Source: an optimization exercise on an open RTL-to-GDS flow (aim: small area and a short achievable clock period). Production flows keep margins and buffers that such runs may drop. RTL that was checked went through simulation tests only; none was proved equivalent to the original. Only the layout flow was run in runs 1 and 2; the RTL was not checked for function there. No activity file was given, so power comes from the tool's default toggle rates.

--- flow/flow/run.sh ---
#!/bin/bash
# The standard layout (the standard.sh, standard synthesis unchanged), with two changes to
# how the layout is optimised, not to what it is measured against:
#  - the port buffers are plain buffers (buf_2) instead of the default delay-style cell;
#  - the setup repair aims for more slack than the standard margin, and may change a cell's
#    footprint when it resizes.
# make's full output goes to flow.log here; ORFS's per-step logs stay under orfs/logs.
set -euo pipefail
bash standard.sh "BUFFER_PORTS_ARGS=-buffer_cell sky130_fd_sc_hd__buf_2" \
  SETUP_SLACK_MARGIN=6 MATCH_CELL_FOOTPRINT=0 finish > flow.log 2>&1
--- flow/standard.sh ---
#!/bin/bash
# synth_recipe.tcl (not shown) runs the flow's synth.tcl, then flattens the netlist and writes it again
# the make line also repeats each setting of config.mk as NAME=value (left out here)
make -C /OpenROAD-flow-scripts/flow DESIGN_CONFIG=/design/flow/config.mk WORK_HOME=/design/flow/orfs CLKGATE_MAP_FILE= SYNTH_SCRIPT=/design/flow/synth_recipe.tcl "${@:-finish}"
--- flow/config.mk ---
export PLATFORM = sky130hd
export DESIGN_NAME = r10k_sched
export DESIGN_NICKNAME = r10k_sched
export VERILOG_FILES = /design/flow/design.v
export SDC_FILE = /design/flow/constraint.sdc
export NUM_CORES = 4
export LEC_CHECK = 0
export CAP_MARGIN = 20
export CORE_MARGIN = 2
export CORE_UTILIZATION = 40
export SLEW_MARGIN = 20
--- flow/constraint.sdc ---
create_clock -name core_clock -period 11.0 [get_ports {clk}]
set_input_delay 2.2000 -clock core_clock [delete_from_list [all_inputs] [get_ports {clk}]]
set_output_delay 2.2000 -clock core_clock [all_outputs]
set_load 0.01 [all_outputs]
--- flow/design.v ---
module r10k_sched (
    input  logic        clk,
    input  logic        rst,           
    input  logic [7:0]  n_insts,       
    output logic [7:0]  prog_addr,     
    input  logic [31:0] prog_data0,    
    input  logic [31:0] prog_data1,    
    output logic [1:0]  status,        
    output logic [15:0] cycle,
    output logic [1:0]  fetch_v,
    output logic [15:0] fetch_idx,
    output logic [1:0]  decode_v,
    output logic [15:0] decode_idx,
    output logic [1:0]  dispatch_v,
    output logic [15:0] dispatch_idx,
    output logic [1:0]  issue_v,
    output logic [15:0] issue_idx,
    output logic [1:0]  execute_v,
    output logic [15:0] execute_idx,
    output logic [1:0]  complete_v,
    output logic [15:0] complete_idx,
    output logic [1:0]  retire_v,
    output logic [15:0] retire_idx
);
  localparam logic [1:0] ST_RUN = 2'd0, ST_DONE = 2'd1, ST_ABORT = 2'd2;
  localparam int DECW = 17;
  logic [7:0]             fp, nd, nr;
  logic [1:0]             fq_len, dq_len;
  logic [4:0]             rob_cnt;
  logic [4:0]             flc;                  
  logic [1:0][DECW-1:0]   fq, dq;
  logic [15:0]            rob_done, rob_dv;
  logic [15:0]            map_rdy;
  logic [3:0]             rs_busy, rs_iss, rs_w1, rs_w2;
  logic [3:0][3:0]        rs_t1, rs_t2, rs_slot, rs_d;
  logic [3:0]             rs_lat;               
  logic [1:0]             xq_len;
  logic [1:0][1:0]        xq_k;                 
  logic [1:0]             cq_len;
  logic [1:0][3:0]        cq_slot, cq_d;
  logic [1:0]             cq_lat;               
  logic [1:0]             cq_wait;
  logic [15:0]            cycle_r;
  logic [1:0]             status_r;
  logic [6:0][1:0]        ev_v;                 
  logic [1:0][3:0]        ev_iss_slot, ev_exe_slot, ev_cmp_slot;
  logic [3:0][1:0][7:0]   ev_io_idx;            
  wire run = (status_r == ST_RUN);
  wire [3:0] h0 = nr[3:0];
  wire [3:0] h1 = nr[3:0] + 4'd1;
  wire       ret0 = (rob_cnt != 5'd0) & rob_done[h0];
  wire       ret1 = ret0 & (rob_cnt[4:1] != 4'd0) & rob_done[h1];
  wire [1:0] rel  = 2'(ret0 & rob_dv[h0]) + 2'(ret1 & rob_dv[h1]);
  wire c0 = cq_len[0] & ~cq_wait[0];
  wire c1 = cq_len[1] & ~cq_wait[1];
  wire k0 = cq_len[0] & cq_wait[0];
  wire k1 = cq_len[1] & cq_wait[1];
  wire [1:0] klen = {k0 & k1, k0 | k1};
  function automatic logic woken(input logic [3:0] tag);
    woken = (c0 && tag == cq_slot[0]) || (c1 && tag == cq_slot[1]);
  endfunction
  wire ex0 = xq_len[0] & ~klen[1];
  wire ex1 = xq_len[1] & ~klen[0];
  wire [3:0] ex_slot0 = rs_slot[xq_k[0]];
  wire [3:0] ex_slot1 = rs_slot[xq_k[1]];
  logic [3:0] freed;
  always_comb begin
    for (int q = 0; q < 4; q++)
      freed[q] = (ex0 && xq_k[0] == 2'(q)) || (ex1 && xq_k[1] == 2'(q));
  end
  wire [1:0] xq_rem = ex1 ? 2'b00 : ex0 ? {1'b0, xq_len[1]} : xq_len;
  logic [3:0] w1_n, w2_n, rdy;
  always_comb begin
    for (int q = 0; q < 4; q++) begin
      w1_n[q] = rs_w1[q] & ~woken(rs_t1[q]);
      w2_n[q] = rs_w2[q] & ~woken(rs_t2[q]);
      rdy[q]  = rs_busy[q] & ~rs_iss[q] & ~w1_n[q] & ~w2_n[q];
    end
  end
  logic [1:0] sel0, sel1;
  logic       any0, any1;
  always_comb begin
    any0 = 1'b0; any1 = 1'b0; sel0 = '0; sel1 = '0;
    for (int q = 0; q < 4; q++) begin
      if (rdy[q]) begin
        if (!any0) begin
          any0 = 1'b1; sel0 = 2'(q);
        end else if (!any1) begin
          any1 = 1'b1; sel1 = 2'(q);
        end
      end
    end
  end
  wire iss0 = any0 & ~xq_rem[1];
  wire iss1 = any1 & ~xq_rem[0];
  logic [3:0] issued;
  always_comb begin
    for (int q = 0; q < 4; q++)
      issued[q] = (iss0 && sel0 == 2'(q)) || (iss1 && sel1 == 2'(q));
  end
  wire [3:0] free = ~rs_busy | freed;
  wire [1:0] kA = dq[0][16:15];
  wire       s1vA = dq[0][14], s2vA = dq[0][9], dvA = dq[0][4];
  wire [3:0] s1A = dq[0][13:10], s2A = dq[0][8:5], dA = dq[0][3:0];
  wire [1:0] kB = dq[1][16:15];
  wire       s1vB = dq[1][14], s2vB = dq[1][9], dvB = dq[1][4];
  wire [3:0] s1B = dq[1][13:10], s2B = dq[1][8:5], dB = dq[1][3:0];
  wire aluA = (kA == 2'd0), ldA = (kA == 2'd1), stA = kA[1];
  wire aluB = (kB == 2'd0), ldB = (kB == 2'd1), stB = kB[1];
  function automatic logic found(input logic [1:0] kind, input logic [3:0] fr);
    case (kind)
      2'd0:    found = fr[0] | fr[1];
      2'd1:    found = fr[2];
      default: found = fr[3];
    endcase
  endfunction
  wire [3:0] selA = {stA, ldA, aluA & ~free[0], aluA & free[0]};
  wire [3:0] selB = {stB, ldB, aluB & (aluA | ~free[0]), aluB & ~aluA & free[0]};
  wire foundA = found(kA, free);
  wire foundA_pre = found(kA, ~rs_busy);
  wire foundB = aluB ? (aluA ? (free[0] & free[1]) : (free[0] | free[1])) :
                ldB  ? (free[2] & ~ldA) : (free[3] & ~stA);
  wire rob_full_r = (rob_cnt == 5'd16) & ~ret0;
  wire rob_room2  = (rob_cnt <= 5'd14) | ret0;           
  wire flA_ok = ~dvA | (flc != 5'd0);
  wire flB_ok = ~dvB | ((flc != 5'd0) & ~(dvA & flc == 5'd1));
  wire canA  = dq_len[0] & ~rob_full_r & flA_ok;
  wire dispA = canA & foundA;
  wire dispB = canA & foundA & dq_len[1] & rob_room2 & foundB & flB_ok;
  wire [7:0] nd1 = nd + 8'd1;
  wire [7:0] nd2 = nd + 8'd2;
  wire [3:0] slotA = nd[3:0];
  wire [3:0] slotB = nd[3:0] + 4'd1;
  logic [15:0] mrdy;
  always_comb begin
    for (int r = 0; r < 16; r++)
      mrdy[r] = map_rdy[r] | (c0 && cq_lat[0] && cq_d[0] == 4'(r)) |
                             (c1 && cq_lat[1] && cq_d[1] == 4'(r));
  end
  function automatic logic [3:0] producer(input logic [3:0] r);
    logic [3:0] t;
    t = '0;
    for (int q = 0; q < 4; q++)
      if (rs_busy[q] && rs_lat[q] && rs_d[q] == r) t = t | rs_slot[q];
    if (cq_len[0] && cq_lat[0] && cq_d[0] == r) t = t | cq_slot[0];
    if (cq_len[1] && cq_lat[1] && cq_d[1] == r) t = t | cq_slot[1];
    producer = t;
  endfunction
  wire       wA1 = s1vA & ~mrdy[s1A];
  wire       wA2 = s2vA & ~mrdy[s2A];
  wire       byB1 = dvA & (dA == s1B);
  wire       byB2 = dvA & (dA == s2B);
  wire       wB1 = s1vB & (byB1 | ~mrdy[s1B]);
  wire       wB2 = s2vB & (byB2 | ~mrdy[s2B]);
  wire [3:0] tA1 = producer(s1A);
  wire [3:0] tA2 = producer(s2A);
  wire [3:0] tB1 = byB1 ? slotA : producer(s1B);
  wire [3:0] tB2 = byB2 ? slotA : producer(s2B);
  function automatic logic overwritten(input logic [3:0] r);
    overwritten = (dispA && dvA && dA == r) || (dispB && dvB && dB == r);
  endfunction
  logic [3:0] rs_lat_k;
  logic [1:0] cq_lat_k;
  always_comb begin
    for (int q = 0; q < 4; q++) rs_lat_k[q] = rs_lat[q] & ~overwritten(rs_d[q]);
    for (int j = 0; j < 2; j++) cq_lat_k[j] = cq_lat[j] & ~overwritten(cq_d[j]);
  end
  wire latA = dvA & ~(dispB & dvB & (dB == dA));
  wire       more0 = (fp != n_insts);
  wire [7:0] fp1 = fp + 8'd1;
  wire [7:0] fp2 = fp + 8'd2;
  wire       more1 = more0 & (fp1 != n_insts);
  typedef struct packed {
    logic [1:0] m;         
    logic [1:0] nf;        
    logic [1:0] dq_n, fq_n;
  } fe_t;
  function automatic fe_t front(input logic [1:0] dq_after);
    fe_t r;
    logic [1:0] room, fq_after;
    room = {~dq_after[0], ~dq_after[1]};
    r.m = fq_len & room;
    fq_after = {fq_len[1] & ~r.m[0], fq_len[1] ? ~r.m[1] : fq_len[0] & ~r.m[0]};
    r.nf = {~fq_after[0], ~fq_after[1]} & {more1, more0};
    r.dq_n = {dq_after[1] | (dq_after[0] & r.m[0]) | r.m[1], dq_after[0] | r.m[0]};
    r.fq_n = {fq_after[1] | (fq_after[0] & r.nf[0]) | r.nf[1], fq_after[0] | r.nf[0]};
    front = r;
  endfunction
  fe_t fe_0, fe_1, fe_2, fe;
  assign fe_0 = front(dq_len);
  assign fe_1 = front({1'b0, dq_len[1]});
  assign fe_2 = front(2'b00);
  assign fe   = dispB ? fe_2 : dispA ? fe_1 : fe_0;
  wire [7:0] nr1 = nr + 8'd1;
  wire [7:0] nr2 = nr + 8'd2;
  wire done_n = ret1 ? (nr2 == n_insts) : ret0 ? (nr1 == n_insts) : (nr == n_insts);
  wire progress = ret0 | c0 | c1 | ex0 | (any0 & ~xq_len[1]) | (canA & foundA_pre) |
                  (fq_len[0] & ~dq_len[1]) | (more0 & ~fq_len[1]);
  wire abort_n = ~progress & ~cq_len[0];
  wire [4:0] rc_r = rob_cnt - 5'({ret1, ret0 & ~ret1});
  wire [4:0] fl_r = flc + 5'(rel);
  wire [1:0] fl_take = {dispB & dvA & dvB, (dispA & dvA) ^ (dispB & dvB)};
  always_ff @(posedge clk) begin
    if (rst) begin
      fp <= '0;
      cycle_r <= 16'd1;
      status_r <= ST_RUN;
      ev_v <= '0;
    end else if (run) begin
      fp <= fe.nf[1] ? fp2 : fe.nf[0] ? fp1 : fp;
      cycle_r <= (done_n | abort_n) ? cycle_r : cycle_r + 16'd1;
      status_r <= done_n ? ST_DONE : abort_n ? ST_ABORT : ST_RUN;
      ev_v[0] <= fe.nf;
      ev_v[1] <= fe.m;
      ev_v[2] <= {dispB, dispA};
      ev_v[3] <= {iss1, iss0};
      ev_v[4] <= {ex1, ex0};
      ev_v[5] <= {c0 & c1, c0 | c1};
      ev_v[6] <= {ret1, ret0};
    end else begin
      ev_v <= '0;
    end
  end
  always_ff @(posedge clk) begin
    if (rst) begin
      nd <= '0;  nr <= '0;
      fq_len <= '0;  dq_len <= '0;
      rob_cnt <= '0;
      flc <= 5'd16;
      rob_done <= '0;
      map_rdy <= '1;
      rs_busy <= '0;
      xq_len <= '0;
      cq_len <= '0;
    end else begin
      nd   <= dispB ? nd2 : dispA ? nd1 : nd;
      nr   <= ret1 ? nr2 : ret0 ? nr1 : nr;
      fq_len <= fe.fq_n;
      dq_len <= fe.dq_n;
      rob_cnt <= dispB ? rc_r + 5'd2 : dispA ? rc_r + 5'd1 : rc_r;
      flc  <= fl_take[1] ? fl_r - 5'd2 : fl_take[0] ? fl_r - 5'd1 : fl_r;
      for (int s = 0; s < 16; s++) begin
        if ((dispA && slotA == 4'(s)) || (dispB && slotB == 4'(s)))
          rob_done[s] <= 1'b0;
        else
          rob_done[s] <= rob_done[s] | (c0 && cq_slot[0] == 4'(s)) | (c1 && cq_slot[1] == 4'(s));
      end
      for (int r = 0; r < 16; r++) begin
        if ((dispA && dvA && dA == 4'(r)) || (dispB && dvB && dB == 4'(r)))
          map_rdy[r] <= 1'b0;
        else
          map_rdy[r] <= mrdy[r];
      end
      for (int q = 0; q < 4; q++)
        rs_busy[q] <= (rs_busy[q] & ~freed[q]) | (dispA & selA[q]) | (dispB & selB[q]);
      xq_len <= {xq_rem[1] | (xq_rem[0] & iss0) | iss1, xq_rem[0] | iss0};
      cq_len <= {klen[1] | (klen[0] & ex0) | ex1, klen[0] | ex0};
    end
  end
  function automatic logic [DECW-1:0] dec_word(input logic [31:0] w);
    dec_word = {w[1:0], w[2], w[11:8], w[3], w[19:16], w[4], w[27:24]};
  endfunction
  wire [1:0] dq_after = dispB ? 2'b00 : dispA ? {1'b0, dq_len[1]} : dq_len;
  wire [1:0] fq_after = {fq_len[1] & ~fe.m[0], fq_len[1] ? ~fe.m[1] : fq_len[0] & ~fe.m[0]};
  always_ff @(posedge clk) begin
    dq[0] <= dq_after[0] ? (dispA ? dq[1] : dq[0]) : fq[0];
    dq[1] <= dq_after[1] ? dq[1] : (dq_after[0] ? fq[0] : fq[1]);
    fq[0] <= fq_after[0] ? (fe.m[0] ? fq[1] : fq[0]) : dec_word(prog_data0);
    fq[1] <= fq_after[1] ? fq[1] : (fq_after[0] ? dec_word(prog_data0) : dec_word(prog_data1));
    for (int s = 0; s < 16; s++) begin
      if (dispA && slotA == 4'(s)) rob_dv[s] <= dvA;
      if (dispB && slotB == 4'(s)) rob_dv[s] <= dvB;
    end
    for (int q = 0; q < 4; q++) begin
      if (!free[q]) begin
        rs_iss[q] <= rs_iss[q] | issued[q];
        rs_w1[q]  <= w1_n[q];
        rs_w2[q]  <= w2_n[q];
        rs_lat[q] <= rs_lat_k[q];
      end else if (selA[q]) begin
        rs_iss[q] <= 1'b0;
        rs_w1[q] <= wA1;  rs_t1[q] <= tA1;
        rs_w2[q] <= wA2;  rs_t2[q] <= tA2;
        rs_slot[q] <= slotA;
        rs_d[q] <= dA;  rs_lat[q] <= latA;
      end else begin
        rs_iss[q] <= 1'b0;
        rs_w1[q] <= wB1;  rs_t1[q] <= tB1;
        rs_w2[q] <= wB2;  rs_t2[q] <= tB2;
        rs_slot[q] <= slotB;
        rs_d[q] <= dB;  rs_lat[q] <= dvB;
      end
    end
    xq_k[0] <= xq_rem[0] ? (ex0 ? xq_k[1] : xq_k[0]) : sel0;
    xq_k[1] <= xq_rem[1] ? xq_k[1] : (xq_rem[0] ? sel0 : sel1);
    if (k0) begin
      cq_slot[0] <= cq_slot[0];  cq_wait[0] <= 1'b0;
      cq_d[0] <= cq_d[0];        cq_lat[0] <= cq_lat_k[0];
    end else if (k1) begin
      cq_slot[0] <= cq_slot[1];  cq_wait[0] <= 1'b0;
      cq_d[0] <= cq_d[1];        cq_lat[0] <= cq_lat_k[1];
    end else begin
      cq_slot[0] <= ex_slot0;    cq_wait[0] <= xq_k[0][1];
      cq_d[0] <= rs_d[xq_k[0]];  cq_lat[0] <= rs_lat_k[xq_k[0]];
    end
    if (k0 & k1) begin
      cq_slot[1] <= cq_slot[1];  cq_wait[1] <= 1'b0;
      cq_d[1] <= cq_d[1];        cq_lat[1] <= cq_lat_k[1];
    end else if (k0 | k1) begin
      cq_slot[1] <= ex_slot0;    cq_wait[1] <= xq_k[0][1];
      cq_d[1] <= rs_d[xq_k[0]];  cq_lat[1] <= rs_lat_k[xq_k[0]];
    end else begin
      cq_slot[1] <= ex_slot1;    cq_wait[1] <= xq_k[1][1];
      cq_d[1] <= rs_d[xq_k[1]];  cq_lat[1] <= rs_lat_k[xq_k[1]];
    end
    ev_iss_slot[0] <= rs_slot[sel0];
    ev_iss_slot[1] <= rs_slot[sel1];
    ev_exe_slot[0] <= ex_slot0;
    ev_exe_slot[1] <= ex_slot1;
    ev_cmp_slot[0] <= c0 ? cq_slot[0] : cq_slot[1];
    ev_cmp_slot[1] <= cq_slot[1];
    ev_io_idx[0] <= {fp1, fp};
    ev_io_idx[1] <= dq_len[1] ? {nd + 8'd3, nd2} : dq_len[0] ? {nd2, nd1} : {nd1, nd};
    ev_io_idx[2] <= {nd1, nd};
    ev_io_idx[3] <= {nr1, nr};
  end
  wire [3:0] nr_hi1 = nr[7:4] + 4'd1;
  function automatic logic [7:0] idx_of(input logic [3:0] slot);
    idx_of = {(slot < nr[3:0]) ? nr_hi1 : nr[7:4], slot};
  endfunction
  assign prog_addr = fp;
  assign status    = status_r;
  assign cycle     = cycle_r;
  assign fetch_v    = ev_v[0];  assign fetch_idx    = ev_io_idx[0];
  assign decode_v   = ev_v[1];  assign decode_idx   = ev_io_idx[1];
  assign dispatch_v = ev_v[2];  assign dispatch_idx = ev_io_idx[2];
  assign issue_v    = ev_v[3];
  assign issue_idx  = {idx_of(ev_iss_slot[1]), idx_of(ev_iss_slot[0])};
  assign execute_v  = ev_v[4];
  assign execute_idx  = {idx_of(ev_exe_slot[1]), idx_of(ev_exe_slot[0])};
  assign complete_v = ev_v[5];
  assign complete_idx = {idx_of(ev_cmp_slot[1]), idx_of(ev_cmp_slot[0])};
  assign retire_v   = ev_v[6];  assign retire_idx   = ev_io_idx[3];
endmodule
==> results.toml, run 1 <==
[final_layout]
insertedDiodeCount = 0
nFillCells = 5436
seq_area_um2 = 9420
drive_gt1_share_pct = 20.8
fin_cells = 3248
multi_input_area_um2 = 13300
synthToLayoutAreaGrowth_pct = 13.2
fin_nets = 2568

[synth]
synth_seq_cells = 386
syn-num-nets = 2459
synth-edff-count = 168
synth_common_cells = "219 x nand2_1, 218 x dfxtp_1, 208 x xnor2_1"
syn_area_um2 = 23500
synth_cell_types = 97
yosys_warnings = 1
async_flop_share_pct = 0
synth_most_common_cell = "nand2_1"
yosysTopAreaCellShare_pct = 21.4
synth_ff_type = "dfxtp_1"
synthCells = 2340
yosys.area.top_type = "edfxtp_1"
synth_area_leaders = "edfxtp_1 21%, dfxtp_1 19%, xnor2_1 7.7%"
seq_area_frac_synth_pct = 40.0
syn_avg_cell_area_um2 = 10.1

[floorplanning]
start_util_pct = 40.6
fp.dieH_um = 247
rows = 88
dieArea_um2 = 60800
core_um2 = 57900
die_w_um = 247
io_pins = 226

[timing]
fin_crit_sh_pct = 45.3
setup_tns_ns = 0
grt_setup_unrepaired = "true"
slew_violations = 0
hold_viol = 0
finalSetupViolations = 0
timing.final.crit_period_ns = 4.98
maxSlewHeadroom_pct = 15.8
fmax_mhz = 201
skew_ns = 0.0200
tightest_slew_ns = 1.25
whs_ns = 0.394

[grt]
grt_pass1_wl_um = 113000
grt_usage_pct = 24.2
grt_overflow = 0
grt_pass1_vias = 18400
antenna_found_initial = 1
grt_max_degree = 65

[pwr]
leakage_nw = 10.3
clockPowerShare_pct = 22.3
netSwitchingFraction_pct = 40.5
p_comb_share_pct = 37.5
p_sw_mw = 2.68
power.density_nw_per_um2 = 248
p_seq_share_pct = 40.1
vdd_drop_max_mv = 0.147
intPower_mw = 3.93

[clock_tree]
cts.path.max_buffers = 3
clock_latency_ns = 0.59
cts_max_level = 2
numCtsBuffers = 44
clkTransAtPathRegs_ns = 0.06
cts_hold_repair.buffers = 0
cts_tree = "built"
cts.sinks = 386
cts_root_buf = "clkbuf_16"

[detailed_routing]
avgRoutedWirePerCell_um = 23.1
detail-route-antenna-nets = 0
dr.pass1.iters = 7
viasPerCell = 5.93
drt-total-wl_um = 75100
via_count = 19300
drc = 0
drt-initial-drc-count = 2309

[critical_path]
rr_worst_depth = 18
crit_path_end_kind = "register"
worstSetupPathType = "reg2reg"
cp.arrival_ns = 5.49
cp_max_fo = 12
rr_endpoint = "flc[4]$_SDFF_PP1_"
start_kind = "register"
critPathLaunch = "nr[1]$_SDFFE_PP0P_"
r2r_slack_ns = 6.02
endpoint = "flc[4]$_SDFF_PP1_"
regToRegStartpoint = "nr[1]$_SDFFE_PP0P_"
cp.required_ns = 11.51

[run]
cap_viol_max_count = 0

[min_path]
holdCritPathClass = "reg2reg"
min_from = "cq_slot[6]$_DFFE_PN_"

[place]
hpwlAfterDp_um = 53700
gp_congestion = 0.934
portBuffers = 195
dp.cells = 3153

[run_status]
status = "no timing/DRC/antenna violations"
==> metal layers <==
metal,track usage (%),part of all wire [%]
met1,33.8,43
met2,38.1,45
met3,4.87,9.3
met4,6.41,2.4
met5,0,0
==> final cells by class <==
class                           instances  share of cell area (%)
Clock buffer                           62                    4.70
Clock inverter                         18                   0.677
Inverter                               48                   0.705
Multi-Input combinational cell       1731                    50.0
Sequential cell                       386                    35.4
Tap cell                              765                    3.59
Timing Repair Buffer                  238                    4.99
==> state kept, by name (all words and copies together), names as in the netlist, 14 cells and up <==
register	cells
rob_dv	16
ev_v	14
rs_slot	16
rs_t2	16
map_rdy	16
dq	34
rs_d	16
rob_done	16
fq	34
cycle_r	16
rs_t1	16
ev_io_idx	64
==> critical path, stage by stage (launching register included) <==
cell and delay [ns]:
dfxtp_4 0.36, buf_4 0.11, buf_4 0.19, ha_1 0.34
nand2_1 0.14, xnor2_2 0.44, mux4_2 0.43, and2_4 0.24
nand2_2 0.17, a211oi_1 0.52, fa_1 0.34, ha_1 0.27
inv_1 0.10, ha_1 0.25, nand2_1 0.07, mux2_2 0.27
a21oi_1 0.20, mux2i_1 0.24, mux2i_1 0.20
==> through the flow <==
| stage | utilization, % | power (mW) | setup WS [ns] | area, um2 |
|---|---|---|---|---|
| floorplan | - | 4.24 | 6.46 | 23500 |
| global placement | 43.0 | 4.97 | 4.27 | 24900 |
| detailed placement | 43.1 | 5.05 | 4.21 | 24900 |
| CTS | 45.8 | 6.55 | 6.01 | 26500 |
| global route | 46.0 | 6.94 | 5.79 | 26600 |
| finish | 46.0 | 6.61 | 6.02 | 26600 |
==> logic make-up after synthesis <==
group | Yosys count | synth area share [%]
AND/OR/NAND/NOR | 729 | 15.0
flip-flops | 386 | 40.0
AO/OA/AOI/OAI | 378 | 11.6
XOR/XNOR | 328 | 12.2
multiplexers | 250 | 14.7
buffers and inverters | 224 | 3.96
adder cells (fa/ha/maj) | 45 | 2.46
==> worst min-delay path by stage <==
| stage | endpoint | cells after the start |
|---|---|---|
| 5_1_grt | ev_cmp_slot[6]$_DFF_P_ | 0 |
| 4_1_cts | ev_cmp_slot[6]$_DFF_P_ | 0 |
| 6_report | ev_cmp_slot[6]$_DFF_P_ | 0 |
| 3_5_place_dp | ev_cmp_slot[6]$_DFF_P_ | 0 |
| 2_1_floorplan | ev_io_idx[37]$_DFF_P_ | 0 |
| 3_3_place_gp | ev_cmp_slot[6]$_DFF_P_ | 0 |
==> power groups by stage <==
stage | combinational (mW) | sequential [mW] | clock [mW]
floorplan | 2.08 | 2.16 | 0
global placement | 2.33 | 2.64 | 0
detailed placement | 2.39 | 2.66 | 0
CTS | 2.44 | 2.62 | 1.49
global route | 2.70 | 2.69 | 1.55
finish | 2.48 | 2.65 | 1.47
==> cell usage in the layout, fill, tap and decap left out, types with 17 or more instances in the layout <==
cell type / Yosys / layout
edfxtp_1: 168 / 168
mux2_1: 24 / 24
o31ai_1: 17 / 17
ha_1: 43 / 42
mux4_2: 52 / 52
nand3_1: 103 / 103
nand2_1: 219 / 217
a31oi_1: 27 / 27
mux2_4: 30 / 30
xor2_1: 120 / 120
a211oi_1: 22 / 22
inv_1: 40 / 39
mux2i_1: 73 / 73
dfxtp_1: 218 / 214
nor3_1: 66 / 66
a221o_1: 19 / 19
buf_4: 2 / 41
a22oi_1: 44 / 44
clkbuf_16: 0 / 47
nand4_1: 28 / 28
nor2_1: 144 / 144
nand2b_1: 26 / 25
o21ai_0: 48 / 48
a21oi_1: 66 / 59
xnor2_1: 208 / 206
buf_2: 19 / 195
nor2b_1: 41 / 41
a221oi_1: 27 / 27
mux2_2: 68 / 67
==> repair_timing <==
action	in CTS	in global routing
resized for setup	22	8
cloned	1	1
buffers inserted	8	3
pin swaps	2	1
setup endpoints to repair	181	51
==> inputs of run 2 (changes only) <==
--- a/flow/flow/run.sh
+++ b/flow/flow/run.sh
@@ -9,2 +9,2 @@
 bash standard.sh "BUFFER_PORTS_ARGS=-buffer_cell sky130_fd_sc_hd__buf_2" \
-  SETUP_SLACK_MARGIN=6 MATCH_CELL_FOOTPRINT=0 finish > flow.log 2>&1
+  SETUP_SLACK_MARGIN=7 MATCH_CELL_FOOTPRINT=0 finish > flow.log 2>&1
==> results.toml, run 2 <==
[timing]
setup_tns_ns = 0
finalSetupViolations = 0
tightest_slew_ns = 1.12
timing.final.crit_period_ns = 4.59
skew_ns = 0.0273
hold_viol = 0
grt_setup_unrepaired = "true"
slew_violations = 0
fmax_mhz = 218
maxSlewHeadroom_pct = 25.2
fin_crit_sh_pct = 41.8

[synth]
async_flop_share_pct = 0
seq_area_frac_synth_pct = 40.0
syn_avg_cell_area_um2 = 10.1
synth_cell_types = 97
synth_most_common_cell = "nand2_1"
synth_seq_cells = 386
yosys_warnings = 1
syn-num-nets = 2459
synth_area_leaders = "edfxtp_1 21%, dfxtp_1 19%, xnor2_1 7.7%"
synthCells = 2340
synth-edff-count = 168
synth_common_cells = "219 x nand2_1, 218 x dfxtp_1, 208 x xnor2_1"
yosysTopAreaCellShare_pct = 21.4
synth_ff_type = "dfxtp_1"
syn_area_um2 = 23500
yosys.area.top_type = "edfxtp_1"

[final_layout]
fin_nets = 2632
drive_gt1_share_pct = 26.0
multi_input_area_um2 = 14000
top_regs = "ev_io_idx: 64 flops, dq: 34 flops, fq: 34 flops"
most-common-layout-cells = "213 x nand2_1, 213 x dfxtp_1, 199 x xnor2_1"
design_area_um2 = 28000
fin_cells = 3314
seq_area_um2 = 9430
nFillCells = 5352
insertedDiodeCount = 0
synthToLayoutAreaGrowth_pct = 19.2
registers.top_by_ff_count = "ev_io_idx"
largest_reg_flops = 64

[clock_tree]
numCtsBuffers = 46
cts_max_level = 2
clock_latency_ns = 0.59
cts.sinks = 386
cts_root_buf = "clkbuf_16"
cts.path.max_buffers = 3
clkTransAtPathRegs_ns = 0.06
cts_hold_repair.buffers = 0
cts_tree = "built"

[detailed_routing]
avgRoutedWirePerCell_um = 23.5
dr.pass1.iters = 6
viasPerCell = 5.95
drt-initial-drc-count = 2243
drt-total-wl_um = 77700
drc = 0
via_count = 19700
detail-route-antenna-nets = 0

[floorplanning]
die_w_um = 247
dieArea_um2 = 60800
io_pins = 226
rows = 88
core_um2 = 57900
fp.dieH_um = 247
start_util_pct = 40.6

[run_status]
status = "no timing/DRC/antenna violations"

[place]
portBuffers = 195
hpwlAfterDp_um = 53000
gp_congestion = 0.948
dp.cells = 3152
place_area_um2 = 25100

[pwr]
vdd_drop_max_mv = 0.180
leakage_nw = 10.8
power.density_nw_per_um2 = 248

[critical_path]
worstSetupPathType = "reg2out"
start_kind = "register"
crit_path_end_kind = "output port"
r2r_slack_ns = 6.81
max_stage_delay_ns = 0.36
cpMaxStageDelayCell = "dfxtp_4"
cp.arrival_ns = 2.39
path_cells = "clkinvlp_4 > buf_12 > ha_4 > o21ai_1 > nand2b_1 > a21o_1 > a21oi_4 > mux2_4 > buf_6"
cp.required_ns = 8.80
cp_max_fo = 7

[grt]
grt_pass1_wl_um = 116000
antenna_found_initial = 1
grt_usage_pct = 24.9
grt_max_degree = 57
grt_overflow = 0
grt_pass1_vias = 19100

[min_path]
holdCritPathClass = "reg2reg"

[run]
cap_viol_max_count = 0
## run 2: worst paths after layout
kind / cells after the start / to / startpoint
setup / recovery: 9 / execute_idx[13] / nr[1]$_SDFFE_PP0P_
hold / removal: 0 / ev_cmp_slot[5]$_DFF_P_ / cq_slot[5]$_DFFE_PN_
setup reg to reg: 17 / flc[4]$_SDFF_PP1_ / nr[1]$_SDFFE_PP0P_
hold reg to reg: 0 / ev_cmp_slot[5]$_DFF_P_ / cq_slot[5]$_DFFE_PN_
## run 2: power by group
group | switching, mW | internal [mW] | leakage, nW
logic | 1.46 | 1.29 | 6.47
clock network | 0.636 | 0.932 | 0.759
registers | 0.710 | 1.93 | 3.58
## run 2: metal layers
layer | track usage [%] | part of all wire, % | up-vias
li1 | - | - | 8875
met3 | 5.32 | 9.6 | 150
met1 | 34.2 | 42 | 9650
met5 | 0 | 0 | -
met4 | 6.79 | 2.5 | 0
met2 | 39.5 | 46 | 1028
## run 2: through the flow
stage               util, %  setup slack, ns  power, mW  hold WS [ns]
global placement       43.3             4.79       5.00         0.363
detailed placement     43.3             4.62       5.07         0.366
global route           48.4             6.30       7.28         0.402
finish                 48.4             6.41       6.96         0.380
floorplan                 -             6.77       4.27         0.329
CTS                    47.7             6.38       6.85         0.382
## run 2: final cells by class
class,instances,area share [%]
Timing Repair Buffer,295,6.90
Tap cell,765,3.41
Clock inverter,25,0.817
Clock buffer,59,4.77
Sequential cell,386,33.6
Multi-Input combinational cell,1736,49.8
Inverter,48,0.692
## run 2: what timing repair did
| item | CTS | global route |
|---|---|---|
| resized for setup | 91 | 58 |
| cloned | 6 | 1 |
| pin swaps | 33 | 36 |
| buffers inserted | 55 | 15 |
| setup endpoints to repair | 254 | 197 |
## run 2: critical path: cells and delay by family (launching register included)
kind / cells / cell delay (ns)
flip-flops: 1 / 0.36
adder cells (fa/ha/maj): 1 / 0.20
AND/OR/NAND/NOR: 1 / 0.07
AO/OA/AOI/OAI: 3 / 0.48
buffers and inverters: 3 / 0.35
multiplexers: 1 / 0.33
## run 2: cell families after synthesis
group | share of synthesized area, %
DFF | 40.0
adders and majority gates | 2.46
AOI/OAI and AO/OA | 11.6
xor gates and xnor gates | 12.2
buffers and inverters | 3.96
muxes | 14.7
and+or+nand+nor | 15.0
==> inputs of run 3 (changes only) <==
--- a/flow/design.v
+++ b/flow/design.v
@@ -34,3 +34,4 @@
   logic [3:0]             rs_busy, rs_iss, rs_w1, rs_w2;
-  logic [3:0][3:0]        rs_t1, rs_t2, rs_slot, rs_d;
+  logic [3:0][3:0]        rs_t1, rs_t2, rs_d;
+  logic [3:0][7:0]        rs_idx;
   logic [3:0]             rs_lat;               
@@ -39,3 +40,4 @@
   logic [1:0]             cq_len;
-  logic [1:0][3:0]        cq_slot, cq_d;
+  logic [1:0][3:0]        cq_d;
+  logic [1:0][7:0]        cq_idx;
   logic [1:0]             cq_lat;               
@@ -45,3 +47,9 @@
   logic [6:0][1:0]        ev_v;                 
-  logic [1:0][3:0]        ev_iss_slot, ev_exe_slot, ev_cmp_slot;
+  logic [1:0][7:0]        ev_cmp_idx;
+  logic [3:0][3:0]        rs_slot;
+  logic [1:0][3:0]        cq_slot;
+  always_comb begin
+    for (int q = 0; q < 4; q++) rs_slot[q] = rs_idx[q][3:0];
+    for (int j = 0; j < 2; j++) cq_slot[j] = cq_idx[j][3:0];
+  end
   logic [3:0][1:0][7:0]   ev_io_idx;            
@@ -49,6 +57,8 @@
   wire [3:0] h0 = nr[3:0];
-  wire [3:0] h1 = nr[3:0] + 4'd1;
+  wire [15:0] done_nx = {rob_done[0], rob_done[15:1]};
+  wire [15:0] dv_nx   = {rob_dv[0], rob_dv[15:1]};
   wire       ret0 = (rob_cnt != 5'd0) & rob_done[h0];
-  wire       ret1 = ret0 & (rob_cnt[4:1] != 4'd0) & rob_done[h1];
-  wire [1:0] rel  = 2'(ret0 & rob_dv[h0]) + 2'(ret1 & rob_dv[h1]);
+  wire       ret1 = ret0 & (rob_cnt[4:1] != 4'd0) & done_nx[h0];
+  wire       rel0 = ret0 & rob_dv[h0];
+  wire       rel1 = ret1 & dv_nx[h0];
   wire c0 = cq_len[0] & ~cq_wait[0];
@@ -63,4 +73,4 @@
   wire ex1 = xq_len[1] & ~klen[0];
-  wire [3:0] ex_slot0 = rs_slot[xq_k[0]];
-  wire [3:0] ex_slot1 = rs_slot[xq_k[1]];
+  wire [7:0] ex_idx0 = rs_idx[xq_k[0]];
+  wire [7:0] ex_idx1 = rs_idx[xq_k[1]];
   logic [3:0] freed;
@@ -200,4 +210,14 @@
   wire [4:0] rc_r = rob_cnt - 5'({ret1, ret0 & ~ret1});
-  wire [4:0] fl_r = flc + 5'(rel);
   wire [1:0] fl_take = {dispB & dvA & dvB, (dispA & dvA) ^ (dispB & dvB)};
+  wire [1:0] fl_rel  = {rel0 & rel1, rel0 ^ rel1};
+  logic [4:0] fl_next;
+  always_comb begin
+    case ({fl_rel, fl_take})
+      4'b0000, 4'b0101, 4'b1010: fl_next = flc;
+      4'b0100, 4'b1001:          fl_next = flc + 5'd1;
+      4'b1000:                   fl_next = flc + 5'd2;
+      4'b0001, 4'b0110:          fl_next = flc - 5'd1;
+      default:                   fl_next = flc - 5'd2;
+    endcase
+  end
   always_ff @(posedge clk) begin
@@ -240,3 +260,3 @@
       rob_cnt <= dispB ? rc_r + 5'd2 : dispA ? rc_r + 5'd1 : rc_r;
-      flc  <= fl_take[1] ? fl_r - 5'd2 : fl_take[0] ? fl_r - 5'd1 : fl_r;
+      flc  <= fl_next;
       for (int s = 0; s < 16; s++) begin
@@ -283,3 +303,3 @@
         rs_w2[q] <= wA2;  rs_t2[q] <= tA2;
-        rs_slot[q] <= slotA;
+        rs_idx[q] <= nd;
         rs_d[q] <= dA;  rs_lat[q] <= latA;
@@ -289,3 +309,3 @@
         rs_w2[q] <= wB2;  rs_t2[q] <= tB2;
-        rs_slot[q] <= slotB;
+        rs_idx[q] <= nd1;
         rs_d[q] <= dB;  rs_lat[q] <= dvB;
@@ -296,9 +316,9 @@
     if (k0) begin
-      cq_slot[0] <= cq_slot[0];  cq_wait[0] <= 1'b0;
+      cq_idx[0] <= cq_idx[0];    cq_wait[0] <= 1'b0;
       cq_d[0] <= cq_d[0];        cq_lat[0] <= cq_lat_k[0];
     end else if (k1) begin
-      cq_slot[0] <= cq_slot[1];  cq_wait[0] <= 1'b0;
+      cq_idx[0] <= cq_idx[1];    cq_wait[0] <= 1'b0;
       cq_d[0] <= cq_d[1];        cq_lat[0] <= cq_lat_k[1];
     end else begin
-      cq_slot[0] <= ex_slot0;    cq_wait[0] <= xq_k[0][1];
+      cq_idx[0] <= ex_idx0;      cq_wait[0] <= xq_k[0][1];
       cq_d[0] <= rs_d[xq_k[0]];  cq_lat[0] <= rs_lat_k[xq_k[0]];
@@ -306,17 +326,13 @@
     if (k0 & k1) begin
-      cq_slot[1] <= cq_slot[1];  cq_wait[1] <= 1'b0;
+      cq_idx[1] <= cq_idx[1];    cq_wait[1] <= 1'b0;
       cq_d[1] <= cq_d[1];        cq_lat[1] <= cq_lat_k[1];
     end else if (k0 | k1) begin
-      cq_slot[1] <= ex_slot0;    cq_wait[1] <= xq_k[0][1];
+      cq_idx[1] <= ex_idx0;      cq_wait[1] <= xq_k[0][1];
       cq_d[1] <= rs_d[xq_k[0]];  cq_lat[1] <= rs_lat_k[xq_k[0]];
     end else begin
-      cq_slot[1] <= ex_slot1;    cq_wait[1] <= xq_k[1][1];
+      cq_idx[1] <= ex_idx1;      cq_wait[1] <= xq_k[1][1];
       cq_d[1] <= rs_d[xq_k[1]];  cq_lat[1] <= rs_lat_k[xq_k[1]];
     end
-    ev_iss_slot[0] <= rs_slot[sel0];
-    ev_iss_slot[1] <= rs_slot[sel1];
-    ev_exe_slot[0] <= ex_slot0;
-    ev_exe_slot[1] <= ex_slot1;
-    ev_cmp_slot[0] <= c0 ? cq_slot[0] : cq_slot[1];
-    ev_cmp_slot[1] <= cq_slot[1];
+    ev_cmp_idx[0] <= c0 ? cq_idx[0] : cq_idx[1];
+    ev_cmp_idx[1] <= cq_idx[1];
     ev_io_idx[0] <= {fp1, fp};
@@ -326,6 +342,4 @@
   end
-  wire [3:0] nr_hi1 = nr[7:4] + 4'd1;
-  function automatic logic [7:0] idx_of(input logic [3:0] slot);
-    idx_of = {(slot < nr[3:0]) ? nr_hi1 : nr[7:4], slot};
-  endfunction
+  wire [1:0] iss_k0   = (xq_len[1] && ev_v[3] == 2'b01) ? xq_k[1] : xq_k[0];
+  wire [7:0] exe_idx0 = (cq_len[1] && ev_v[4] == 2'b01) ? cq_idx[1] : cq_idx[0];
   assign prog_addr = fp;
@@ -337,7 +351,7 @@
   assign issue_v    = ev_v[3];
-  assign issue_idx  = {idx_of(ev_iss_slot[1]), idx_of(ev_iss_slot[0])};
+  assign issue_idx  = {rs_idx[xq_k[1]], rs_idx[iss_k0]};
   assign execute_v  = ev_v[4];
-  assign execute_idx  = {idx_of(ev_exe_slot[1]), idx_of(ev_exe_slot[0])};
+  assign execute_idx  = {cq_idx[1], exe_idx0};
   assign complete_v = ev_v[5];
-  assign complete_idx = {idx_of(ev_cmp_slot[1]), idx_of(ev_cmp_slot[0])};
+  assign complete_idx = ev_cmp_idx;
   assign retire_v   = ev_v[6];  assign retire_idx   = ev_io_idx[3];
==> results.toml, run 3 <==
[final_layout]
design_area_um2 = 29400
registers.top_by_ff_count = "ev_io_idx"
seq_area_um2 = 9990
insertedDiodeCount = 0
fin_nets = 2747
multi_input_area_um2 = 14300
nFillCells = 5590
synthToLayoutAreaGrowth_pct = 19.3
drive_gt1_share_pct = 26.9
most-common-layout-cells = "231 x nand2_1, 200 x dfxtp_1, 192 x edfxtp_1"
largest_reg_flops = 64
top_regs = "ev_io_idx: 64 flops, dq: 34 flops, fq: 34 flops"
layout_commonest_cell = "nand2_1"

[synth]
yosys.area.top_type = "edfxtp_1"
synth-edff-count = 192
syn-num-nets = 2596
async_flop_share_pct = 0
synthCells = 2493
syn_area_um2 = 24600
synth_common_cells = "233 x nand2_1, 210 x dfxtp_1, 192 x edfxtp_1"
synth_cell_types = 90
synth_ff_type = "dfxtp_1"
yosys_warnings = 1
seq_area_frac_synth_pct = 40.5
syn_avg_cell_area_um2 = 9.88
synth_area_leaders = "edfxtp_1 23%, dfxtp_1 17%, xnor2_1 6.0%"
synth_seq_cells = 402
yosysTopAreaCellShare_pct = 23.4
synth_most_common_cell = "nand2_1"

[critical_path]
cp.required_ns = 8.80
cp_max_fo = 6
worstSetupPathType = "reg2out"
start_kind = "register"
crit_path_end_kind = "output port"
cp.arrival_ns = 2.25

[timing]
hold_viol = 0
finalSetupViolations = 0
fin_crit_sh_pct = 40.4
tightest_slew_ns = 1.13
setup_tns_ns = 0
slew_violations = 0
grt_setup_unrepaired = "true"
timing.final.crit_period_ns = 4.45
maxSlewHeadroom_pct = 24.2
skew_ns = 0.0322
fmax_mhz = 225

[floorplanning]
core_um2 = 60600
fp.dieH_um = 252
rows = 90
start_util_pct = 40.7
die_w_um = 252
io_pins = 226
dieArea_um2 = 63600

[grt]
grt_pass1_wl_um = 124000
grt_max_degree = 64
grt_overflow = 0
grt_usage_pct = 25.3
antenna_found_initial = 1
grt_pass1_vias = 20200

[clock_tree]
cts_tree = "built"
clkTransAtPathRegs_ns = 0.07
clock_latency_ns = 0.62
numCtsBuffers = 48
cts_root_buf = "clkbuf_16"
cts.sinks = 402
cts.path.max_buffers = 3
cts_max_level = 2

[detailed_routing]
avgRoutedWirePerCell_um = 24.2
viasPerCell = 6.04
drc = 0
drt-total-wl_um = 83700
dr.pass1.iters = 6
drt-initial-drc-count = 2147
detail-route-antenna-nets = 0
via_count = 20900

[run_status]
status = "no timing/DRC/antenna violations"

[place]
gp_congestion = 0.894
portBuffers = 195
place_area_um2 = 26400
hpwlAfterDp_um = 57400

[min_path]
holdCritPathClass = "reg2reg"

[pwr]
power.density_nw_per_um2 = 221
vdd_drop_max_mv = 0.108
leakage_nw = 11.4

[run]
cap_viol_max_count = 0
[run 3: cells by family (layout without fill, tap and decap cells)]
| family | count (synthesis) | count (layout) | synth area share (%) |
|---|---|---|---|
| buf+inv | 273 | 463 | 4.45 |
| fa+ha+maj | 30 | 30 | 1.57 |
| compound gates | 445 | 446 | 13.1 |
| simple gates | 767 | 767 | 15.0 |
| flops | 402 | 402 | 40.5 |
| xor+xnor | 300 | 300 | 10.7 |
| mux | 276 | 276 | 14.7 |
[run 3: cell type report]
| type | instances | area share [%] |
|---|---|---|
| inverter | 61 | 0.817 |
| tap | 782 | 3.33 |
| timing repair buffer | 312 | 7.29 |
| clock inverter | 27 | 1.12 |
| multi-input combinational | 1819 | 48.6 |
| sequential | 402 | 34.0 |
| clock buffer | 63 | 4.89 |
[run 3: layer usage]
layer | track usage, % | wire length [um] | share of wire [%] | vias to the layer above
li1 | - | - | - | 9440
met1 | 35.0 | 36500 | 44 | 10400
met2 | 40.2 | 38300 | 46 | 971
met3 | 5.01 | 6630 | 7.9 | 149
met4 | 7.52 | 2240 | 2.7 | 0
met5 | 0 | 0 | 0 | -
[run 3: worst max-delay path: stages (launching register included)]
cell      delay, ns
dfxtp_4        0.34
nand3b_1       0.20
mux2i_4        0.41
buf_6          0.20
mux2i_1        0.23
a21oi_2        0.10
buf_2          0.15
[run 3: path summary, 6_finish.rpt]
| kind | start | end | slack [ns] | cells past startpoint |
|---|---|---|---|---|
| hold reg to reg | nr[7]$_SDFFE_PP0P_ | ev_io_idx[55]$_DFF_P_ | 0.43 | 0 |
| setup reg to reg | cq_len[1]$_SDFF_PP0_ | rs_w1[0]$_DFF_P_ | 6.94 | 9 |
| setup / recovery | xq_len[1]$_SDFF_PP0_ | issue_idx[0] | 6.55 | 6 |
| hold / removal | nr[7]$_SDFFE_PP0P_ | ev_io_idx[55]$_DFF_P_ | 0.43 | 0 |
[run 3: what timing repair did]
action | CTS | global route
hold endpoints to repair | 0 | 0
endpoints found under the setup margin | 267 | 133
buffers inserted | 42 | 15
hold buffers | 0 | 0
gates cloned | 6 | 1
pin swaps | 24 | 20
resized for setup | 89 | 60
[run 3: stage by stage]
step                      std cells  power (mW)  hold slack, ns  utilization [%]  setup WS [ns]
final                          3466        6.51           0.435             48.5           6.55
after detailed placement       3311        4.56           0.419             43.6           6.01
after CTS                      3449        6.45           0.434             47.8           6.59
after floorplan                2493        3.86           0.329                -           6.74
after global placement         3309        4.51           0.417             43.6           6.08
after global routing           3466        6.79           0.441             48.5           6.49
[run 3: report_power, final]
| part | switching [mW] | internal, mW |
|---|---|---|
| clock | 0.696 | 1.07 |
| sequential | 0.517 | 1.92 |
| combinational | 1.28 | 1.02 |
==> inputs of run 4 (changes only) <==
--- a/flow/config.mk
+++ b/flow/config.mk
@@ -10,2 +10,4 @@
 export CORE_UTILIZATION = 40
+export CTS_CLUSTER_DIAMETER = 100
+export CTS_CLUSTER_SIZE = 20
 export SLEW_MARGIN = 20
==> results.toml, run 4 <==
[run_status]
status = "no timing/DRC/antenna violations"

[detailed_routing]
dr.pass1.iters = 9
drt-total-wl_um = 82900
drc = 0
via_count = 20800
detail-route-antenna-nets = 0
drt-initial-drc-count = 2172
avgRoutedWirePerCell_um = 24.2
viasPerCell = 6.06

[grt]
grt_pass1_vias = 19900
grt_max_degree = 64
grt_pass1_wl_um = 123000
grt_overflow = 0
antenna_found_initial = 1
grt_usage_pct = 25.0

[clock_tree]
cts_root_buf = "clkbuf_16"
numCtsBuffers = 26
cts.sinks = 402
cts_max_level = 1
cts.path.max_buffers = 3
clock_latency_ns = 0.60
clkTransAtPathRegs_ns = 0.09
cts_hold_repair.buffers = 0
cts_tree = "built"

[final_layout]
layout_commonest_cell = "nand2_1"
design_area_um2 = 28500
registers.top_by_ff_count = "ev_io_idx"
synthToLayoutAreaGrowth_pct = 15.6
most-common-layout-cells = "231 x nand2_1, 201 x dfxtp_1, 192 x edfxtp_1"
fin_nets = 2731
nFillCells = 5701
fin_cells = 3428
top_regs = "ev_io_idx: 64 flops, dq: 34 flops, fq: 34 flops"
insertedDiodeCount = 0
largest_reg_flops = 64
drive_gt1_share_pct = 25.6

[timing]
tightest_slew_ns = 1.16
timing.final.crit_period_ns = 4.43
setup_tns_ns = 0
skew_ns = 0.0231
slew_violations = 0
finalSetupViolations = 0
fmax_mhz = 226
fin_ws_ns = 6.57
fin_crit_sh_pct = 40.3
hold_viol = 0
grt_setup_unrepaired = "true"
maxSlewHeadroom_pct = 22.4

[place]
hpwlAfterDp_um = 57400
dpl_worst_slack_ns = 6.01
dp.cells = 3311
gp_congestion = 0.894
place_area_um2 = 26400
portBuffers = 195

[synth]
synth_seq_cells = 402
synth_ff_type = "dfxtp_1"
synth-edff-count = 192
synth_top_family_by_area = "simple AND/OR/NAND/NOR gates"
async_flop_share_pct = 0
synth_area_leaders = "edfxtp_1 23%, dfxtp_1 17%, xnor2_1 6.0%"
synthSimpleGateAreaFrac_pct = 15.0
synth_cell_types = 90
yosys.area.top_type = "edfxtp_1"
synth_compound_area_share_pct = 13.1
yosys_warnings = 1
syn_area_um2 = 24600
seq_area_frac_synth_pct = 40.5
syn_avg_cell_area_um2 = 9.88
yosysTopAreaCellShare_pct = 23.4
syn-num-nets = 2596
synth_xor_area_share_pct = 10.7
synthCells = 2493
synthMuxAreaShare_pct = 14.7
synthAdderAreaFrac_pct = 1.57
synth_common_cells = "233 x nand2_1, 210 x dfxtp_1, 192 x edfxtp_1"
synth_most_common_cell = "nand2_1"

[critical_path]
worstSetupPathType = "reg2out"
cp.required_ns = 8.80
cp.arrival_ns = 2.23
cp_max_fo = 6
cpMaxStageDelayCell = "mux2i_4"
crit_path_end_kind = "output port"
max_stage_delay_ns = 0.41
start_kind = "register"
path_cells = "nand3b_1 > mux2i_4 > buf_6 > mux2i_1 > a21oi_2 > buf_2"

[floorplanning]
fp.dieH_um = 252
dieArea_um2 = 63600
io_pins = 226
core_um2 = 60600
start_util_pct = 40.7
rows = 90
die_w_um = 252

[pwr]
leakage_nw = 10.9
power.density_nw_per_um2 = 203
vdd_drop_max_mv = 0.122

[min_path]
holdCritPathClass = "reg2reg"

[run]
cap_viol_max_count = 0
[run 4: cell counts after synthesis]
Identical to the previous run, type by type.
[run 4: worst max-delay path: cells and delay by family (launching register included)]
family | cells | cell delay [ns]
flops | 1 | 0.35
buf+inv | 2 | 0.35
simple gates | 1 | 0.19
compound gates | 1 | 0.10
mux | 2 | 0.64
[run 4: metrics by stage]
stage	total power [mW]	util [%]	hold slack, ns
floorplan	3.86	-	0.329
global route	6.04	47.0	0.445
global placement	4.51	43.6	0.417
finish	5.77	47.0	0.434
detailed placement	4.56	43.6	0.419
CTS	5.71	46.3	0.436
[run 4: layer usage]
metal	vias to the layer above	GRT usage [%]	wire, um
met5	-	0	0
li1	9363	-	-
met2	890	40.1	38200
met4	0	6.75	2390
met3	136	3.55	6060
met1	10400	35.2	36300
[run 4: final timing paths]
kind                           end  cells after the start                from  slack (ns)
max                   issue_idx[0]                      6  ev_v[6]$_SDFF_PP0_        6.57
min          ev_io_idx[55]$_DFF_P_                      0  nr[7]$_SDFFE_PP0P_        0.43
max reg2reg    flc[3]$_SDFFE_PP0N_                     17  nr[0]$_SDFFE_PP0P_        7.05
min reg2reg  ev_io_idx[55]$_DFF_P_                      0  nr[7]$_SDFFE_PP0P_        0.43
[run 4: cell families (layout without fill, tap and decap cells)]
kind of cell | count (synthesis) | in the layout
simple gates | 767 | 767
buf+inv | 273 | 425
flops | 402 | 402
fa+ha+maj | 30 | 30
mux | 276 | 276
compound gates | 445 | 446
xor+xnor | 300 | 300
[run 4: area by class of cell]
type	count	area [um2]	area share [%]
multi-input combinational	1819	14300	50.2
sequential	402	9990	35.1
timing repair buffer	318	2160	7.59
tap	782	978	3.44
clock buffer	39	721	2.53
inverter	61	240	0.844
clock inverter	7	72.6	0.255
[run 4: what timing repair did]
| action | 4_1_cts | 5_1_grt |
|---|---|---|
| setup endpoints to repair | 264 | 176 |
| resized for setup | 84 | 65 |
| cloned | 5 | 1 |
| buffers inserted | 48 | 16 |
| pin swaps | 21 | 24 |
[run 4: power breakdown]
part	internal, mW	switching [mW]
Clock	0.467	0.564
Combinational	1.03	1.28
Sequential	1.92	0.518
==> inputs of run 5 (changes only) <==
--- a/flow/flow/run.sh
+++ b/flow/flow/run.sh
@@ -9,2 +9,2 @@
 bash standard.sh "BUFFER_PORTS_ARGS=-buffer_cell sky130_fd_sc_hd__buf_2" \
-  SETUP_SLACK_MARGIN=7 MATCH_CELL_FOOTPRINT=0 finish > flow.log 2>&1
+  SETUP_SLACK_MARGIN=6.5 MATCH_CELL_FOOTPRINT=0 finish > flow.log 2>&1
--- a/flow/config.mk
+++ b/flow/config.mk
@@ -11,3 +11,3 @@
 export CTS_CLUSTER_DIAMETER = 100
-export CTS_CLUSTER_SIZE = 20
+export CTS_CLUSTER_SIZE = 30
 export SLEW_MARGIN = 20
==> results.toml, run 5 <==
[final_layout]
synthToLayoutAreaGrowth_pct = 11.6
registers.top_by_ff_count = "ev_io_idx"
insertedDiodeCount = 0
top_regs = "ev_io_idx: 64 flops, dq: 34 flops, fq: 34 flops"
layout_commonest_cell = "nand2_1"
nFillCells = 5679
seq_area_um2 = 9990
largest_reg_flops = 64
fin_nets = 2686
drive_gt1_share_pct = 22.6
most-common-layout-cells = "233 x nand2_1, 201 x dfxtp_1, 194 x buf_2"
multi_input_area_um2 = 13800

[place]
portBuffers = 195
hpwlAfterDp_um = 57100
gp_congestion = 0.916
dpl_worst_slack_ns = 5.71

[timing]
fin_crit_sh_pct = 40.8
tightest_slew_ns = 1.16
maxSlewHeadroom_pct = 22.0
skew_ns = 0.0504
fin_ws_ns = 6.51
finalSetupViolations = 0
fmax_mhz = 223
grt_setup_unrepaired = "true"
setup_tns_ns = 0
slew_violations = 0
hold_viol = 0
timing.final.crit_period_ns = 4.49

[detailed_routing]
drt-initial-drc-count = 2016
via_count = 20500
detail-route-antenna-nets = 0
viasPerCell = 6.07
avgRoutedWirePerCell_um = 23.7
drt-total-wl_um = 80300
drc = 0
dr.pass1.iters = 5

[floorplanning]
fp.dieH_um = 252
dieArea_um2 = 63600
io_pins = 226
rows = 90
die_w_um = 252
start_util_pct = 40.7
core_um2 = 60600

[pwr]
total_power_mw = 5.69
netSwitchingFraction_pct = 41.6
p_comb_share_pct = 37.8
p_seq_share_pct = 43.0
vdd_drop_max_mv = 0.156
leakage_nw = 10.5
clockPowerShare_pct = 19.2
p_sw_mw = 2.37
power.density_nw_per_um2 = 207
intPower_mw = 3.32

[synth]
yosysTopAreaCellShare_pct = 23.4
synth_seq_cells = 402
yosys_warnings = 1
synthCells = 2493
syn-num-nets = 2596
syn_area_um2 = 24600
synth_ff_type = "dfxtp_1"
async_flop_share_pct = 0
syn_avg_cell_area_um2 = 9.88
synth-edff-count = 192
synth_area_leaders = "edfxtp_1 23%, dfxtp_1 17%, xnor2_1 6.0%"
yosys.area.top_type = "edfxtp_1"
synth_most_common_cell = "nand2_1"
synth_common_cells = "233 x nand2_1, 210 x dfxtp_1, 192 x edfxtp_1"
seq_area_frac_synth_pct = 40.5
synth_cell_types = 90

[critical_path]
path_cells = "nand3b_1 > buf_6 > mux2i_4 > buf_6 > mux2i_2 > a21oi_2 > buf_2"
rr_endpoint = "flc[4]$_SDFFE_PP1N_"
cpMaxStageDelayCell = "dfxtp_4"
r2r_slack_ns = 6.75
cp.required_ns = 8.80
critPathBufInv = 3
cp_top_family = "multiplexers"
cp.arrival_ns = 2.29
rr_worst_depth = 18
regToRegStartpoint = "nr[0]$_SDFFE_PP0P_"
worstSetupPathType = "reg2out"
cpMostUsedCell = "buf_6"
start_kind = "register"
crit_path_end_kind = "output port"
critical_path_depth = 7
cp_max_fo = 6
max_stage_delay_ns = 0.36

[grt]
grt_usage_pct = 24.6
grt_pass1_vias = 19800
antenna_found_initial = 2
grt_max_degree = 65
grt_pass1_wl_um = 121000
grt_overflow = 0

[clock_tree]
clkTransAtPathRegs_ns = 0.11
clock_latency_ns = 0.61
cts.path.max_buffers = 3
cts_root_buf = "clkbuf_16"
cts_tree = "built"
numCtsBuffers = 24
cts.sinks = 402
cts_max_level = 1

[min_path]
holdCritPathClass = "reg2reg"
hold_end = "ev_io_idx[55]$_DFF_P_"
hold_depth = 0
min_from = "nr[7]$_SDFFE_PP0P_"

[run_status]
status = "no timing/DRC/antenna violations"

[run]
cap_viol_max_count = 0
==> run 5: worst max path at each step <==
stage	start	to	slack (ns)
CTS	ev_v[7]$_SDFF_PP0_	issue_idx[3]	6.45
finish	ev_v[7]$_SDFF_PP0_	issue_idx[2]	6.51
floorplan	n_insts[2]	fp[4]$_SDFFE_PP0P_	6.57
detailed placement	nr[3]$_SDFFE_PP0P_	flc[4]$_SDFFE_PP1N_	5.71
global placement	nr[3]$_SDFFE_PP0P_	flc[4]$_SDFFE_PP1N_	5.81
global route	ev_v[7]$_SDFF_PP0_	issue_idx[7]	6.47
==> run 5: logic make-up after synthesis <==
family / count (synthesis) / synth area share [%]
mux: 276 / 14.7
buf+inv: 273 / 4.45
flops: 402 / 40.5
xor+xnor: 300 / 10.7
simple gates: 767 / 15.0
compound gates: 445 / 13.1
fa+ha+maj: 30 / 1.57
==> run 5: layer usage <==
layer  share of wire (%)  up-vias  track usage (%)
met2                  46      952             39.4
met3                 7.8      123             3.49
met4                 2.4        4             6.26
met1                  44    10200             34.8
li1                    -     9275                -
met5               0.034        -                0
==> run 5: area by class of cell <==
type,count,area share [%]
Multi-Input combinational cell,1818,50.0
Sequential cell,402,36.3
Timing Repair Buffer,276,5.95
Tap cell,782,3.56
Clock buffer,27,2.22
Clock inverter,17,1.05
Inverter,61,0.887
==> run 5: power groups by stage <==
stage / sequential, mW / clock, mW / combinational [mW]
3_3_place_gp: 2.45 / 0 / 2.02
5_1_grt: 2.48 / 1.16 / 2.33
3_5_place_dp: 2.47 / 0 / 2.07
6_report: 2.45 / 1.09 / 2.15
4_1_cts: 2.44 / 1.11 / 2.11
2_1_floorplan: 2.10 / 0 / 1.72
==> run 5: metrics by stage <==
| step | utilization [%] | cells | hold WS, ns | instance area (um2) |
|---|---|---|---|---|
| finish | 45.4 | 3383 | 0.434 | 27500 |
| global route | 45.4 | 3383 | 0.445 | 27500 |
| CTS | 45.1 | 3370 | 0.433 | 27300 |
| detailed placement | 43.2 | 3314 | 0.415 | 26200 |
| global placement | 43.2 | 3312 | 0.417 | 26200 |
| floorplan | - | 2493 | 0.329 | 24600 |
==> run 5: repair_timing <==
action / 4_1_cts / 5_1_grt
setup buffers: 10 / 13
hold buffers: 0 / 0
setup endpoints to repair: 152 / 95
gates cloned: 2 / 0
gates resized for setup: 34 / 27
pin swaps: 13 / 4
==> inputs of run 6 (changes only) <==
--- a/flow/config.mk
+++ b/flow/config.mk
@@ -11,3 +11,3 @@
 export CTS_CLUSTER_DIAMETER = 100
-export CTS_CLUSTER_SIZE = 30
+export CTS_CLUSTER_SIZE = 20
 export SLEW_MARGIN = 20
==> results.toml, run 6 <==
[place]
place_area_um2 = 26200
portBuffers = 195
hpwlAfterDp_um = 57100
gp_congestion = 0.916

[synth]
async_flop_share_pct = 0
synth_seq_cells = 402
synth_area_leaders = "edfxtp_1 23%, dfxtp_1 17%, xnor2_1 6.0%"
synthCells = 2493
syn_avg_cell_area_um2 = 9.88
syn_area_um2 = 24600
synth-edff-count = 192
synth_ff_type = "dfxtp_1"
seq_area_frac_synth_pct = 40.5
syn-num-nets = 2596
synth_cell_types = 90
yosysTopAreaCellShare_pct = 23.4
yosys_warnings = 1
yosys.area.top_type = "edfxtp_1"
synth_most_common_cell = "nand2_1"
synth_common_cells = "233 x nand2_1, 210 x dfxtp_1, 192 x edfxtp_1"

[detailed_routing]
drt-initial-drc-count = 1946
viasPerCell = 6.05
dr.pass1.iters = 6
via_count = 20400
drc = 0
detail-route-antenna-nets = 0
avgRoutedWirePerCell_um = 23.8
drt-total-wl_um = 80500

[critical_path]
rr_worst_depth = 18
start_kind = "register"
cp.required_ns = 8.80
worstSetupPathType = "reg2out"
crit_path_end_kind = "output port"
cp.arrival_ns = 2.31
cp_max_fo = 6

[clock_tree]
clkTransAtPathRegs_ns = 0.09
numCtsBuffers = 26
cts_tree = "built"
cts_max_level = 1
cts.sinks = 402
clock_latency_ns = 0.60
cts.path.max_buffers = 3
cts_root_buf = "clkbuf_16"

[grt]
grt_usage_pct = 24.7
grt_pass1_wl_um = 122000
grt_pass1_vias = 19700
antenna_found_initial = 1
grt_overflow = 0
grt_max_degree = 65

[final_layout]
most-common-layout-cells = "233 x nand2_1, 201 x dfxtp_1, 194 x buf_2"
synthToLayoutAreaGrowth_pct = 11.2
insertedDiodeCount = 0
largest_reg_flops = 64
fin_nets = 2681
drive_gt1_share_pct = 22.3
final_util_pct = 45.2
design_area_um2 = 27400
top_regs = "ev_io_idx: 64 flops, dq: 34 flops, fq: 34 flops"
registers.top_by_ff_count = "ev_io_idx"
layout_commonest_cell = "nand2_1"

[timing]
finalSetupViolations = 0
timing.final.crit_period_ns = 4.51
fin_crit_sh_pct = 41.0
tightest_slew_ns = 1.24
setup_tns_ns = 0
skew_ns = 0.0159
whs_ns = 0.427
maxSlewHeadroom_pct = 16.6
slew_violations = 0
fmax_mhz = 222
grt_setup_unrepaired = "true"
hold_viol = 0

[floorplanning]
io_pins = 226
rows = 90
start_util_pct = 40.7
dieArea_um2 = 63600
core_um2 = 60600
die_w_um = 252
fp.dieH_um = 252

[run]
cap_viol_max_count = 0

[min_path]
holdCritPathClass = "reg2reg"
hold_depth = 0

[pwr]
power.density_nw_per_um2 = 206
vdd_drop_max_mv = 0.142
leakage_nw = 10.5

[run_status]
status = "no timing/DRC/antenna violations"
-- run 6: area by class of cell --
type / count / area, um2
fillers: 5664 / 33200
multi-input cells: 1818 / 13800
flip-flops and latches: 402 / 9990
repair buffers: 269 / 1590
well taps: 782 / 978
clock buffers: 39 / 731
inverters: 61 / 244
clock inverters: 8 / 88.8
-- run 6: cell families after synthesis --
logic type / count (synthesis) / synth area share, %
compound gates: 445 / 13.1
xor+xnor: 300 / 10.7
fa+ha+maj: 30 / 1.57
buf+inv: 273 / 4.45
flops: 402 / 40.5
mux: 276 / 14.7
simple gates: 767 / 15.0
-- run 6: critical path: stages, from the launching register on --
cell      delay, ns
dfxtp_4        0.35
nand3b_1       0.23
mux2i_4        0.43
buf_6          0.20
mux2i_2        0.23
a21oi_2        0.11
buf_2          0.15
-- run 6: final timing paths --
| path | to | start | slack [ns] |
|---|---|---|---|
| worst max-delay path | issue_idx[2] | ev_v[7]$_SDFF_PP0_ | 6.49 |
| worst min-delay path | ev_io_idx[55]$_DFF_P_ | nr[7]$_SDFFE_PP0P_ | 0.43 |
| worst max register to register | flc[4]$_SDFFE_PP1N_ | nr[0]$_SDFFE_PP0P_ | 6.75 |
| worst min register to register | ev_io_idx[55]$_DFF_P_ | nr[7]$_SDFFE_PP0P_ | 0.43 |
-- run 6: through the flow --
step	power, mW	setup slack [ns]	instances
after detailed placement	4.54	5.71	3314
after floorplan	3.83	6.57	2493
after global routing	5.92	6.41	3379
final	5.64	6.49	3379
after CTS	5.61	6.46	3374
after global placement	4.48	5.81	3312
-- run 6: power by group --
group | switching, mW | internal, mW
Sequential | 0.530 | 1.92
Combinational | 1.20 | 0.949
Clock | 0.555 | 0.483
-- run 6: routing by layer --
layer / global-route usage (%) / vias up / share of wire, % / wire length (um)
met1: 34.7 / 10000 / 43 / 34800
met4: 6.81 / 2 / 2.8 / 2280
met3: 3.67 / 120 / 8.1 / 6510
li1: - / 9271 / - / -
met5: 0 / - / 0.016 / 13
met2: 39.6 / 993 / 46 / 36900
-- run 6: timing repair --
action | 4_1_cts | 5_1_grt
pin swaps | 13 | 7
endpoints found under the setup margin | 148 | 85
setup buffers | 11 | 5
hold buffers | 0 | 0
gates resized for setup | 35 | 33
cloned | 2 | 0

==> afterwards: timing with drivers on the ports <==
Ports are ideal in the flow. The routed layouts listed here were re-timed in OpenROAD. Step 1: set_driving_cell puts a clkbuf_16 on clk and a buf_2 on each other input, an assumption about the parent block. Step 2 also shifts input and output timing later by t, the mid clock arrival at the registers, as if the neighbouring blocks saw the same clock. a / b / c = ideal ports / drivers / drivers and shift; a / b = the first two.
| run | t (ns) | setup WS [ns] | clock arrival spread, ns | worst data-port slew with drivers (ns) |
|---|---|---|---|---|
| run 1 | 0.641 | 6.015 / 6.015 / 5.933 | 0.022 / 0.021 | 0.03 |
| run 2 | 0.637 | 6.407 / 6.347 / 6.357 | 0.028 / 0.028 | 0.07 |
| run 3 | 0.663 | 6.553 / 6.492 / 6.397 | 0.034 / 0.033 | 0.05 |
| run 4 | 0.653 | 6.567 / 6.503 / 6.413 | 0.024 / 0.023 | 0.05 |
| run 5 | 0.651 | 6.515 / 6.454 / 6.185 | 0.054 / 0.054 | 0.05 |
| run 6 | 0.655 | 6.490 / 6.427 / 6.162 | 0.016 / 0.016 | 0.05 |
After both steps setup and hold are still met in every run listed. The setup slack of run 5, which loses most, moves by -0.061 ns with the drivers and by -0.330 ns with both steps.
